Background: an optimization exercise with open tools, aiming at small area, a short achievable clock period and few clock cycles per item. Do not read the settings as production practice.
At most, simulation tests tie the RTL to the original design; equivalence was not proved.
Power figures rest on the tool's default switching activity, not on a simulated workload. The clock port is modelled as an ideal driver; clocking choices that lean on that would not hold on a real chip.

## rpa_pkt
module rpa_pkt #(
    parameter N = 128,     
    parameter B = 5000     
) (
    input             clk,
    input             rst,
    input             p_req_valid,
    output            p_req_ready,
    input      [31:0] p_req_data,
    output reg        p_rsp_valid,
    output reg [2:0]  p_rsp_status,
    input             c_req_valid,
    output reg        c_req_ready,
    input      [31:0] c_req_data,
    output reg        c_rsp_valid,
    output reg [2:0]  c_rsp_status,
    output reg        tx_enable,
    input             tx_ready,
    output            tx_send,
    output reg [7:0]  tx_data,
    input             tx_complete,
    input             rx_avail,
    output            rx_take,
    input      [7:0]  rx_data,
    input      [7:0]  ts_in
);
Size in the first run: ~6900 cells after synthesis, roughly 5300 flip-flops, ~110 I/O pins, ~120000 sq um of cells after synthesis.
clock: 10.0 ns
lec_check: 0
abc_clock_period_in_ps: 4000
cap_margin: 20
core_margin: 2
core_utilization: 60
cts_buf_list: sky130_fd_sc_hd__clkbuf_8
cts_cluster_diameter: 40
cts_cluster_size: 16
setup_slack_margin: 5
slew_margin: 20
synth_memory_max_bits: 8192
run.sh (not shown) runs the stock make flow with config.mk's settings and CLKGATE_MAP_FILE= SYNTH_SCRIPT=/design/flow/synth_recipe.tcl, a recipe that flattens the netlist after the stock synthesis.
Edit:
CTS_BUF_LIST = not set   (was sky130_fd_sc_hd__clkbuf_8)
CTS_CLUSTER_DIAMETER = not set   (was 40)
CTS_CLUSTER_SIZE = not set   (was 16)
The changed run completed without violations; final area goes up by about 4%; first-iteration DRC count goes up by 4.8%; combinational power barely changes; register-to-register slack loses 30 ps.
No functional check of the RTL was part of any run of this note.


Setup of run a:
Another version of the RTL of rpa_pkt (not shown whole).
Size: ~7,000 cells after synthesis, roughly 110 I/O pins, ~0.12 mm2 of cells after synthesis.
Design rpa_pkt, start of the top module:
module rpa_pkt #(
    parameter N = 128,     
    parameter B = 5000     
) (
    input             clk,
    input             rst,
    input             p_req_valid,
    output            p_req_ready,
    input      [31:0] p_req_data,
    output reg        p_rsp_valid,
    output reg [2:0]  p_rsp_status,
    input             c_req_valid,
    output reg        c_req_ready,
    input      [31:0] c_req_data,
    output reg        c_rsp_valid,
    output reg [2:0]  c_rsp_status,
    output reg        tx_enable,
    input             tx_ready,
    output            tx_send,
    output reg [7:0]  tx_data,
    input             tx_complete,
    input             rx_avail,
    output            rx_take,
    input      [7:0]  rx_data,
    input      [7:0]  ts_in
);
Settings: LEC_CHECK=0, ABC_CLOCK_PERIOD_IN_PS=4000, CAP_MARGIN=20, CORE_MARGIN=2, CORE_UTILIZATION=60, CTS_BUF_LIST=sky130_fd_sc_hd__clkbuf_16, CTS_CLUSTER_DIAMETER=90, CTS_CLUSTER_SIZE=36, SETUP_SLACK_MARGIN=5, SLEW_MARGIN=20, SYNTH_MEMORY_MAX_BITS=8192; clock period 10.0 ns.
Testbench counts of run a, summed over its fixed seeds: cycles 13,955, items 1,920.
Here is what was changed in the inputs of run b compared with run a.
Settings: SETUP_SLACK_MARGIN: 5 -> unset; CTS_CLUSTER_SIZE: 36 -> 30; CTS_CLUSTER_DIAMETER: 90 -> 80.
==> flow/flow/run.sh (new file) <==
#!/bin/bash
# Standard synthesis unchanged, then the standard layout with a larger
# setup slack margin for the timing repair after CTS and global routing
# and gate sizing not limited to the same cell footprint.
set -euo pipefail
MARGIN=${MARGIN:-5.6}
bash standard.sh synth > synth.log 2>&1
sed "s/CLKGATE_MAP_FILE= /CLKGATE_MAP_FILE= SETUP_SLACK_MARGIN=$MARGIN /" standard.sh > standard_margin.sh
bash standard_margin.sh finish > layout.log 2>&1
==> flow/standard.sh (new file) <==
#!/bin/bash
# synth_recipe.tcl (not shown) runs the flow's synth.tcl, then flattens the netlist and writes it again
# the make line also repeats each setting of config.mk as NAME=value (left out here)
make -C /OpenROAD-flow-scripts/flow DESIGN_CONFIG=/design/flow/config.mk WORK_HOME=/design/flow/orfs CLKGATE_MAP_FILE= SYNTH_SCRIPT=/design/flow/synth_recipe.tcl "${@:-finish}"
removed: flow/run.sh
[summary]
- Power: run b draws more than run a
- Leakage dissipation (lower): run a
- Run b vs. run a: met2 global-route usage increased by 0.75 points relative to the old numbers; met1 wire length increased by 2000 um relative to the old numbers; antenna diode count increased by 2 relative to the old numbers; internal power increased by 2.4% relative to the old numbers.
- Share of synthesized area spent on multiplexers came out exactly the same in run b and run a.
- NOTE: sequential share of layout area in run b falls short of that of run a
- Max capacitance violation total came out exactly the same in run b and run a.
- Going from run a to run b, worst setup slack went up by 0.23 ns; clock share of power went up by 1.5 points.

[re-timing with driven ports]
Ports are ideal in the flow. The routed layouts listed here were re-timed in OpenROAD.
Step 1 (the two cells are an assumption about what drives the block):
set clk [get_ports {clk}]
set_driving_cell -lib_cell sky130_fd_sc_hd__clkbuf_16 $clk
set_driving_cell -lib_cell sky130_fd_sc_hd__buf_2 [delete_from_list [all_inputs] $clk]
Step 2 adds t to the input delays and takes it off the output delays; t is the mean of the earliest and latest rising clock arrival at the registers after step 1. Input paths then give back, and output paths get back, about the clock's delay inside the block.
Three values: no drivers, after step 1, after step 2; two values: the first two.
| run | shift t [ns] | setup WS [ns] | worst setup path at the end | worst data-port slew with drivers (ns) |
|---|---|---|---|---|
| the first run of note 1 | 1.172 | 5.049 / 4.966 / 3.861 | input to register | 0.21 |
| the second run of note 1 | 1.035 | 5.032 / 4.936 / 4.073 | input to register | 0.23 |
| run a | 0.933 | 5.091 / 5.062 / 4.320 | input to register | 0.06 |
| run b | 0.927 | 5.322 / 5.259 / 4.744 | input to register | 0.09 |
After both steps every run listed still meets setup and hold. The setup slack of the first run of note 1, which loses most, moves by -0.083 ns with the drivers and by -1.188 ns with both steps.
